Background: an optimization exercise with open tools, aiming at small area, a short achievable clock period and few clock cycles per item. Do not read the settings as production practice. Only simulation tests tie the RTL to the original design; equivalence was not proved. No activity file was given, so power comes from the tool's default toggle rates.

==> flow/design.v <==
module aes_sbox (
    input  wire [7:0] a,
    output reg  [7:0] s
);
  always @(*) begin
    case (a)
      8'h00: s = 8'h63;
      8'h01: s = 8'h7c;
      8'h02: s = 8'h77;
      8'h03: s = 8'h7b;
      8'h04: s = 8'hf2;
      8'h05: s = 8'h6b;
      8'h06: s = 8'h6f;
      8'h07: s = 8'hc5;
      8'h08: s = 8'h30;
      8'h09: s = 8'h01;
      8'h0a: s = 8'h67;
      8'h0b: s = 8'h2b;
      8'h0c: s = 8'hfe;
      8'h0d: s = 8'hd7;
      8'h0e: s = 8'hab;
      8'h0f: s = 8'h76;
      8'h10: s = 8'hca;
      8'h11: s = 8'h82;
      8'h12: s = 8'hc9;
      8'h13: s = 8'h7d;
      8'h14: s = 8'hfa;
      8'h15: s = 8'h59;
      8'h16: s = 8'h47;
      8'h17: s = 8'hf0;
      8'h18: s = 8'had;
      8'h19: s = 8'hd4;
      8'h1a: s = 8'ha2;
      8'h1b: s = 8'haf;
      8'h1c: s = 8'h9c;
      8'h1d: s = 8'ha4;
      8'h1e: s = 8'h72;
      8'h1f: s = 8'hc0;
      8'h20: s = 8'hb7;
      8'h21: s = 8'hfd;
      8'h22: s = 8'h93;
      8'h23: s = 8'h26;
      8'h24: s = 8'h36;
      8'h25: s = 8'h3f;
      8'h26: s = 8'hf7;
      8'h27: s = 8'hcc;
      8'h28: s = 8'h34;
      8'h29: s = 8'ha5;
      8'h2a: s = 8'he5;
      8'h2b: s = 8'hf1;
      8'h2c: s = 8'h71;
      8'h2d: s = 8'hd8;
      8'h2e: s = 8'h31;
      8'h2f: s = 8'h15;
      8'h30: s = 8'h04;
      8'h31: s = 8'hc7;
      8'h32: s = 8'h23;
      8'h33: s = 8'hc3;
      8'h34: s = 8'h18;
      8'h35: s = 8'h96;
      8'h36: s = 8'h05;
      8'h37: s = 8'h9a;
      8'h38: s = 8'h07;
      8'h39: s = 8'h12;
      8'h3a: s = 8'h80;
      8'h3b: s = 8'he2;
      8'h3c: s = 8'heb;
      8'h3d: s = 8'h27;
      8'h3e: s = 8'hb2;
      8'h3f: s = 8'h75;
      8'h40: s = 8'h09;
      8'h41: s = 8'h83;
      8'h42: s = 8'h2c;
      8'h43: s = 8'h1a;
      8'h44: s = 8'h1b;
      8'h45: s = 8'h6e;
      8'h46: s = 8'h5a;
      8'h47: s = 8'ha0;
      8'h48: s = 8'h52;
      8'h49: s = 8'h3b;
      8'h4a: s = 8'hd6;
      8'h4b: s = 8'hb3;
      8'h4c: s = 8'h29;
      8'h4d: s = 8'he3;
      8'h4e: s = 8'h2f;
      8'h4f: s = 8'h84;
      8'h50: s = 8'h53;
      8'h51: s = 8'hd1;
      8'h52: s = 8'h00;
      8'h53: s = 8'hed;
      8'h54: s = 8'h20;
      8'h55: s = 8'hfc;
      8'h56: s = 8'hb1;
      8'h57: s = 8'h5b;
      8'h58: s = 8'h6a;
      8'h59: s = 8'hcb;
      8'h5a: s = 8'hbe;
      8'h5b: s = 8'h39;
      8'h5c: s = 8'h4a;
      8'h5d: s = 8'h4c;
      8'h5e: s = 8'h58;
      8'h5f: s = 8'hcf;
      8'h60: s = 8'hd0;
      8'h61: s = 8'hef;
      8'h62: s = 8'haa;
      8'h63: s = 8'hfb;
      8'h64: s = 8'h43;
      8'h65: s = 8'h4d;
      8'h66: s = 8'h33;
      8'h67: s = 8'h85;
      8'h68: s = 8'h45;
      8'h69: s = 8'hf9;
      8'h6a: s = 8'h02;
      8'h6b: s = 8'h7f;
      8'h6c: s = 8'h50;
      8'h6d: s = 8'h3c;
      8'h6e: s = 8'h9f;
      8'h6f: s = 8'ha8;
      8'h70: s = 8'h51;
      8'h71: s = 8'ha3;
      8'h72: s = 8'h40;
      8'h73: s = 8'h8f;
      8'h74: s = 8'h92;
      8'h75: s = 8'h9d;
      8'h76: s = 8'h38;
      8'h77: s = 8'hf5;
      8'h78: s = 8'hbc;
      8'h79: s = 8'hb6;
      8'h7a: s = 8'hda;
      8'h7b: s = 8'h21;
      8'h7c: s = 8'h10;
      8'h7d: s = 8'hff;
      8'h7e: s = 8'hf3;
      8'h7f: s = 8'hd2;
      8'h80: s = 8'hcd;
      8'h81: s = 8'h0c;
      8'h82: s = 8'h13;
      8'h83: s = 8'hec;
      8'h84: s = 8'h5f;
      8'h85: s = 8'h97;
      8'h86: s = 8'h44;
      8'h87: s = 8'h17;
      8'h88: s = 8'hc4;
      8'h89: s = 8'ha7;
      8'h8a: s = 8'h7e;
      8'h8b: s = 8'h3d;
      8'h8c: s = 8'h64;
      8'h8d: s = 8'h5d;
      8'h8e: s = 8'h19;
      8'h8f: s = 8'h73;
      8'h90: s = 8'h60;
      8'h91: s = 8'h81;
      8'h92: s = 8'h4f;
      8'h93: s = 8'hdc;
      8'h94: s = 8'h22;
      8'h95: s = 8'h2a;
      8'h96: s = 8'h90;
      8'h97: s = 8'h88;
      8'h98: s = 8'h46;
      8'h99: s = 8'hee;
      8'h9a: s = 8'hb8;
      8'h9b: s = 8'h14;
      8'h9c: s = 8'hde;
      8'h9d: s = 8'h5e;
      8'h9e: s = 8'h0b;
      8'h9f: s = 8'hdb;
      8'ha0: s = 8'he0;
      8'ha1: s = 8'h32;
      8'ha2: s = 8'h3a;
      8'ha3: s = 8'h0a;
      8'ha4: s = 8'h49;
      8'ha5: s = 8'h06;
      8'ha6: s = 8'h24;
      8'ha7: s = 8'h5c;
      8'ha8: s = 8'hc2;
      8'ha9: s = 8'hd3;
      8'haa: s = 8'hac;
      8'hab: s = 8'h62;
      8'hac: s = 8'h91;
      8'had: s = 8'h95;
      8'hae: s = 8'he4;
      8'haf: s = 8'h79;
      8'hb0: s = 8'he7;
      8'hb1: s = 8'hc8;
      8'hb2: s = 8'h37;
      8'hb3: s = 8'h6d;
      8'hb4: s = 8'h8d;
      8'hb5: s = 8'hd5;
      8'hb6: s = 8'h4e;
      8'hb7: s = 8'ha9;
      8'hb8: s = 8'h6c;
      8'hb9: s = 8'h56;
      8'hba: s = 8'hf4;
      8'hbb: s = 8'hea;
      8'hbc: s = 8'h65;
      8'hbd: s = 8'h7a;
      8'hbe: s = 8'hae;
      8'hbf: s = 8'h08;
      8'hc0: s = 8'hba;
      8'hc1: s = 8'h78;
      8'hc2: s = 8'h25;
      8'hc3: s = 8'h2e;
      8'hc4: s = 8'h1c;
      8'hc5: s = 8'ha6;
      8'hc6: s = 8'hb4;
      8'hc7: s = 8'hc6;
      8'hc8: s = 8'he8;
      8'hc9: s = 8'hdd;
      8'hca: s = 8'h74;
      8'hcb: s = 8'h1f;
      8'hcc: s = 8'h4b;
      8'hcd: s = 8'hbd;
      8'hce: s = 8'h8b;
      8'hcf: s = 8'h8a;
      8'hd0: s = 8'h70;
      8'hd1: s = 8'h3e;
      8'hd2: s = 8'hb5;
      8'hd3: s = 8'h66;
      8'hd4: s = 8'h48;
      8'hd5: s = 8'h03;
      8'hd6: s = 8'hf6;
      8'hd7: s = 8'h0e;
      8'hd8: s = 8'h61;
      8'hd9: s = 8'h35;
      8'hda: s = 8'h57;
      8'hdb: s = 8'hb9;
      8'hdc: s = 8'h86;
      8'hdd: s = 8'hc1;
      8'hde: s = 8'h1d;
      8'hdf: s = 8'h9e;
      8'he0: s = 8'he1;
      8'he1: s = 8'hf8;
      8'he2: s = 8'h98;
      8'he3: s = 8'h11;
      8'he4: s = 8'h69;
      8'he5: s = 8'hd9;
      8'he6: s = 8'h8e;
      8'he7: s = 8'h94;
      8'he8: s = 8'h9b;
      8'he9: s = 8'h1e;
      8'hea: s = 8'h87;
      8'heb: s = 8'he9;
      8'hec: s = 8'hce;
      8'hed: s = 8'h55;
      8'hee: s = 8'h28;
      8'hef: s = 8'hdf;
      8'hf0: s = 8'h8c;
      8'hf1: s = 8'ha1;
      8'hf2: s = 8'h89;
      8'hf3: s = 8'h0d;
      8'hf4: s = 8'hbf;
      8'hf5: s = 8'he6;
      8'hf6: s = 8'h42;
      8'hf7: s = 8'h68;
      8'hf8: s = 8'h41;
      8'hf9: s = 8'h99;
      8'hfa: s = 8'h2d;
      8'hfb: s = 8'h0f;
      8'hfc: s = 8'hb0;
      8'hfd: s = 8'h54;
      8'hfe: s = 8'hbb;
      8'hff: s = 8'h16;
      default: s = 8'h00;
    endcase
  end
endmodule
module aes_key_step (
    input  wire [127:0] key_in,
    input  wire [7:0]   rcon,
    output wire [127:0] key_out
);
  wire [31:0] w0 = key_in[127:96];
  wire [31:0] w1 = key_in[95:64];
  wire [31:0] w2 = key_in[63:32];
  wire [31:0] w3 = key_in[31:0];
  wire [31:0] sub_rot;
  aes_sbox u_s0 (.a(w3[23:16]), .s(sub_rot[31:24]));
  aes_sbox u_s1 (.a(w3[15:8]),  .s(sub_rot[23:16]));
  aes_sbox u_s2 (.a(w3[7:0]),   .s(sub_rot[15:8]));
  aes_sbox u_s3 (.a(w3[31:24]), .s(sub_rot[7:0]));
  wire [31:0] n0 = w0 ^ sub_rot ^ {rcon, 24'h000000};
  wire [31:0] n1 = w1 ^ n0;
  wire [31:0] n2 = w2 ^ n1;
  wire [31:0] n3 = w3 ^ n2;
  assign key_out = {n0, n1, n2, n3};
endmodule
module aes_round (
    input  wire [127:0] state_in,
    input  wire [127:0] round_key,
    input  wire         last,
    output wire [127:0] state_out
);
  wire [127:0] sub;
  wire [127:0] shifted;
  wire [127:0] mixed;
  genvar i, c;
  generate
    for (i = 0; i < 16; i = i + 1) begin : g_sub
      aes_sbox u_sbox (.a(state_in[127-8*i -: 8]), .s(sub[127-8*i -: 8]));
    end
    for (i = 0; i < 16; i = i + 1) begin : g_shift
      localparam integer R = i % 4;
      localparam integer C = i / 4;
      localparam integer SRC = 4 * ((C + R) % 4) + R;
      assign shifted[127-8*i -: 8] = sub[127-8*SRC -: 8];
    end
    for (c = 0; c < 4; c = c + 1) begin : g_mix
      wire [7:0] b0 = shifted[127-32*c -: 8];
      wire [7:0] b1 = shifted[119-32*c -: 8];
      wire [7:0] b2 = shifted[111-32*c -: 8];
      wire [7:0] b3 = shifted[103-32*c -: 8];
      wire [7:0] x0 = {b0[6:0], 1'b0} ^ (b0[7] ? 8'h1b : 8'h00);
      wire [7:0] x1 = {b1[6:0], 1'b0} ^ (b1[7] ? 8'h1b : 8'h00);
      wire [7:0] x2 = {b2[6:0], 1'b0} ^ (b2[7] ? 8'h1b : 8'h00);
      wire [7:0] x3 = {b3[6:0], 1'b0} ^ (b3[7] ? 8'h1b : 8'h00);
      assign mixed[127-32*c -: 8] = x0 ^ (x1 ^ b1) ^ b2 ^ b3;
      assign mixed[119-32*c -: 8] = b0 ^ x1 ^ (x2 ^ b2) ^ b3;
      assign mixed[111-32*c -: 8] = b0 ^ b1 ^ x2 ^ (x3 ^ b3);
      assign mixed[103-32*c -: 8] = (x0 ^ b0) ^ b1 ^ b2 ^ x3;
    end
  endgenerate
  assign state_out = (last ? shifted : mixed) ^ round_key;
endmodule
module sfe_ctr128 (
    input  wire         clk,
    input  wire         rst,
    input  wire         key_load,
    input  wire [127:0] key,
    input  wire [127:0] iv,
    input  wire         in_valid,
    output wire         in_ready,
    input  wire [127:0] in_data,
    output reg          out_valid,
    output reg  [127:0] out_data
);
  reg [127:0] key_r;      
  reg [127:0] ctr;        
  reg [127:0] state;      
  reg [127:0] rkey;       
  reg [127:0] cdata;      
  reg [3:0]   round;      
  reg         busy;
  reg [7:0] rcon;
  always @(*) begin
    case (round)
      4'd1:    rcon = 8'h01;
      4'd2:    rcon = 8'h02;
      4'd3:    rcon = 8'h04;
      4'd4:    rcon = 8'h08;
      4'd5:    rcon = 8'h10;
      4'd6:    rcon = 8'h20;
      4'd7:    rcon = 8'h40;
      4'd8:    rcon = 8'h80;
      4'd9:    rcon = 8'h1b;
      4'd10:   rcon = 8'h36;
      default: rcon = 8'h00;
    endcase
  end
  wire [127:0] rkey_next;
  wire [127:0] state_next;
  wire         last_round = (round == 4'd10);
  aes_key_step u_key_step (
      .key_in (rkey),
      .rcon   (rcon),
      .key_out(rkey_next)
  );
  aes_round u_round (
      .state_in (state),
      .round_key(rkey_next),
      .last     (last_round),
      .state_out(state_next)
  );
  assign in_ready = !busy;
  always @(posedge clk) begin
    if (rst) begin
      busy      <= 1'b0;
      out_valid <= 1'b0;
      round     <= 4'd0;
    end else begin
      out_valid <= 1'b0;
      if (key_load) begin
        key_r <= key;
        ctr   <= iv;
      end else if (!busy) begin
        if (in_valid) begin
          state <= ctr ^ key_r;    
          rkey  <= key_r;
          cdata <= in_data;
          ctr   <= ctr + 128'd1;
          round <= 4'd1;
          busy  <= 1'b1;
        end
      end else begin
        state <= state_next;
        rkey  <= rkey_next;
        round <= round + 4'd1;
        if (last_round) begin
          out_data  <= state_next ^ cdata;
          out_valid <= 1'b1;
          busy      <= 1'b0;
        end
      end
    end
  end
endmodule
==> flow/run.sh <==
#!/bin/bash
# synth_recipe.tcl (not shown) runs the flow's synth.tcl, then flattens the netlist and writes it again
# the make line also repeats each setting of config.mk as NAME=value (left out here)
make -C /OpenROAD-flow-scripts/flow DESIGN_CONFIG=/design/flow/config.mk WORK_HOME=/design/flow/orfs CLKGATE_MAP_FILE= SYNTH_SCRIPT=/design/flow/synth_recipe.tcl finish
==> flow/config.mk <==
export PLATFORM = sky130hd
export DESIGN_NAME = sfe_ctr128
export DESIGN_NICKNAME = sfe_ctr128
export VERILOG_FILES = /design/flow/design.v
export SDC_FILE = /design/flow/constraint.sdc
export NUM_CORES = 4
export LEC_CHECK = 0
export CAP_MARGIN = 20
export CORE_MARGIN = 2
export CORE_UTILIZATION = 30
export SLEW_MARGIN = 20
==> flow/constraint.sdc <==
create_clock -name core_clock -period 7.0 [get_ports {clk}]
set_input_delay 1.4000 -clock core_clock [delete_from_list [all_inputs] [get_ports {clk}]]
set_output_delay 1.4000 -clock core_clock [all_outputs]
set_load 0.01 [all_outputs]
==> run summary <==
==> path summary, 6_finish.rpt <==
path                   startpoint                      to  slack [ps]  depth (start not counted)
max          u_key_step.u_s2.s[3]  u_round.g_mix[0].b2[1]         990                         13
min                      cdata[6]             out_data[6]         540                          1
max reg2reg  u_key_step.u_s2.s[3]  u_round.g_mix[0].b2[1]         990                         13
min reg2reg              cdata[6]             out_data[6]         540                          1
==> power by group <==
part,switching [mW],internal (mW),leakage [nW]
registers,2.24,7.75,8.58
logic,32.2,15.8,35.7
clock network,3.26,4.30,2.22
total,37.7,27.8,46.5
==> area by class of cell <==
type                    instances  share of cell area
repair buffers               1624               0.110
well taps                    4950              0.0474
clock inverters                77             0.00694
inverters                     131             0.00401
diodes                         19            0.000364
multi-input cells           12296               0.600
flip-flops and latches        942               0.203
clock buffers                 169              0.0281
==> synthesized netlist by cell type, types with 191 or more instances <==
library cell	instances
sky130_fd_sc_hd__nand3_1	568
sky130_fd_sc_hd__edfxtp_1	768
sky130_fd_sc_hd__o211ai_1	346
sky130_fd_sc_hd__o311ai_0	191
sky130_fd_sc_hd__a211oi_1	287
sky130_fd_sc_hd__nand2_1	1777
sky130_fd_sc_hd__ha_1	265
sky130_fd_sc_hd__nor3_1	536
sky130_fd_sc_hd__buf_2	474
sky130_fd_sc_hd__o21ai_0	1448
sky130_fd_sc_hd__a21oi_1	1355
sky130_fd_sc_hd__nor2_1	1405
sky130_fd_sc_hd__clkbuf_1	837
sky130_fd_sc_hd__xor2_1	319
sky130_fd_sc_hd__xnor2_1	516
sky130_fd_sc_hd__a31oi_1	340
sky130_fd_sc_hd__a311oi_1	196
==> sequential cells by signal, indices dropped and copies added (netlist names) <==
name               cells
u_round.g_mix.b2      32
out_valid              1
key_r                128
u_key_step.rcon        8
u_round.g_mix.b3      32
out_data             128
u_round.g_mix.b0      32
state                128
u_round.g_mix.b1      32
rkey                 128
u_key_step.u_s3.s      8
u_key_step.u_s1.s      8
ctr                  128
round                  4
u_key_step.u_s2.s      8
u_key_step.u_s0.s      8
cdata                128
busy                   1
==> critical path, stage by stage (launching register included) <==
cell                       delay, ps
sky130_fd_sc_hd__dfxtp_1         820
sky130_fd_sc_hd__xor3_2          820
sky130_fd_sc_hd__xnor2_1         250
sky130_fd_sc_hd__buf_4           220
sky130_fd_sc_hd__xor2_1          470
sky130_fd_sc_hd__o21ai_1         470
sky130_fd_sc_hd__and2_2          470
sky130_fd_sc_hd__buf_4           240
sky130_fd_sc_hd__nor2_1          660
sky130_fd_sc_hd__o21ai_0         380
sky130_fd_sc_hd__a21oi_1         260
sky130_fd_sc_hd__nand4b_1        170
sky130_fd_sc_hd__a31oi_1         270
sky130_fd_sc_hd__a221o_1         340
==> kinds of logic (layout without fill, tap and decap cells) <==
family                     after synthesis  in the layout  share of synthesized area
adders and majority gates              265            265                     0.0298
AOI/OAI and AO/OA                     5753           5753                      0.338
muxes                                  243            243                     0.0231
and+or+nand+nor                       4986           4986                      0.199
other                                    0             19                          0
xor gates and xnor gates              1049           1049                      0.109
DFF                                    942            942                      0.239
buffers and inverters                 1647           2001                     0.0629
==> routing by layer <==
layer	routed length [µm]	share of wire	GRT usage
met1	309000	0.40	0.517
met3	74500	0.097	0.0747
met5	131	0.00017	0
met4	59400	0.077	0.244
met2	328000	0.43	0.588
==> per-stage QoR <==
stage                     std cells  setup WS, ps  power [mW]
after global placement        19942           175        57.0
final                         20208           987        65.5
after floorplan               14885           687        33.9
after detailed placement      19942           269        56.1
after CTS                     20188          1190        63.9
after global routing          20197           907        66.9
==> impl_metrics.py <==
metrics = {
    "pwr": {
        "vdd.ir_drop.worst_mv": 0.437,
        "power_leakage_nw": 46.5,
        "power_per_cell_area_nw_per_um2": 501,
    },
    "status": {
        "status": "timing/DRC/antenna clean",
    },
    "global_routing": {
        "grt_use_total": 0.392,
        "grt_pass1_vias": 126845,
        "grt_antenna_before_repair": 39,
        "maximum_number_of_pins_on_one_net_before_global_route_repair": 129,
        "grt-ovfl-total": 0,
        "first_pass_grt_wire_length_mm": 1060,
    },
    "final_layout": {
        "final_util": 0.354,
        "filler_cells_inserted": 39302,
        "finish.instance_area_um2": 131000,
        "area_growth_pct": 17.5,
        "drive_above_1_share": 0.110,
        "final-seq-area_um2": 26500,
        "most-common-layout-cells": "sky130_fd_sc_hd__nand2_1 (1775), sky130_fd_sc_hd__o21ai_0 (1437), sky130_fd_sc_hd__nor2_1 (1397)",
        "finalNetCount": 15787,
        "layout_commonest_cell": "sky130_fd_sc_hd__nand2_1",
        "multiInputGateArea_um2": 78500,
    },
    "logic_synthesis": {
        "synthDominantAreaCellType": "sky130_fd_sc_hd__edfxtp_1",
        "async_flop_share": 0,
        "synth_enable_flop_cells": 768,
        "synth.top_cell.area_share": 0.207,
        "mean_instance_size_in_the_synthesized_netlist_um2": 7.47,
        "top_ff_cell_synth": "sky130_fd_sc_hd__edfxtp_1",
        "netlist_instances": 14885,
        "ys_top_cells_by_area": "sky130_fd_sc_hd__edfxtp_1 (21%), sky130_fd_sc_hd__o21ai_0 (6.5%), sky130_fd_sc_hd__a21oi_1 (6.1%)",
        "synth_cell_type_count": 118,
        "portion_of_the_post_synthesis_area_used_by_sequential_elements": 0.239,
        "mappedNetlistNets": 15538,
        "ys_ff_latch": 942,
        "ys.warnings.count": 2,
        "netlist_area_um2": 111000,
    },
    "clocking": {
        "cts_buffers": 139,
        "clk_pin_slew_ps": 60,
        "tritoncts": "yes",
        "cts_sinks": 942,
        "insertion_delay_ps": 920,
        "cts.hold.buffers_added": 0,
        "clk_root_buffer_cell": "sky130_fd_sc_hd__clkbuf_16",
        "cts_repair_resize_count": 0,
        "h-tree-depth": 4,
        "clock_tree.buffer_depth": 4,
        "cts_setup_buffers": 0,
    },
    "timing": {
        "maxClockFrequency_mhz": 166,
        "setup_viol_count_final": 0,
        "period_minus_slack_ps": 6010,
        "final_max_slew_viol_count": 0,
        "timing.setup.tns_ps": 0,
        "fin_crit_sh": 0.859,
        "setup_repair_after_global_routing_missed_its_margin": "false",
        "final_hold_viol_count": 0,
        "hold-worst-slack_ps": 541,
        "worst-slew-pin-transition_ps": 1270,
        "worst_slew_margin_rel": 0.145,
        "skew_ps": 63.0,
    },
    "route": {
        "drc": 0,
        "first_iter_violations": 22427,
        "drt_pre_antenna_iters": 7,
        "viasPerCell": 6.74,
        "vias": 136213,
        "drt.antenna.violating_nets": 0,
        "wl_per_cell_um": 38.2,
        "wl_mm": 771,
    },
    "floorplanning": {
        "floorplan.rows": 223,
        "die_w_um": 613,
        "design.portCount": 518,
        "chipHeight_um": 613,
        "start_util": 0.301,
        "core_area_um2": 369000,
        "dieArea_um2": 376000,
    },
    "setup_path": {
        "worst_ep_arrival_time_ps": 6770,
        "timing.critical_path.fanout_max": 17,
        "criticalPathCategory": "flop to flop",
        "cp_capture_type": "flop",
        "startpoint_type": "flop",
        "worst_ep_required_time_ps": 7750,
    },
    "placed_design": {
        "numPortBuffers": 517,
        "gp_routability_congestion": 1.03,
        "placed_cell_area_um2": 126000,
        "dp_hpwl_mm": 583,
    },
    "run": {
        "cap_violations": 0,
    },
    "worst_hold_path": {
        "min-delay-path-class": "flop to flop",
    },
}
Testbench counts, summed over its fixed seeds: cycles 45,184, items 4,096.

## what the ideal ports hide
No port has a modelled driver above. Below, the same layout with a new extraction and two added sets of constraints.
Step 1 (the two cells are an assumption about what drives the block):
set clk [get_ports {clk}]
set_driving_cell -lib_cell sky130_fd_sc_hd__clkbuf_16 $clk
set_driving_cell -lib_cell sky130_fd_sc_hd__buf_2 [delete_from_list [all_inputs] $clk]
Step 2 also shifts input and output timing later by t, the mid clock arrival at the registers, as if the neighbouring blocks saw the same clock.
a / b / c = ideal ports / drivers / drivers and shift; a / b = the first two.
t, ns: 0.992
setup WS [ns]: 0.987 / 0.987 / 0.227
hold slack, ns: 0.541 / 0.541 / 0.541
slew at the worst register clock pin (ns): 0.08 / 0.08
After both steps setup and hold are still met in this run. For this run, drivers alone change the setup slack by 0.000 ns; drivers and shift together by -0.760 ns.
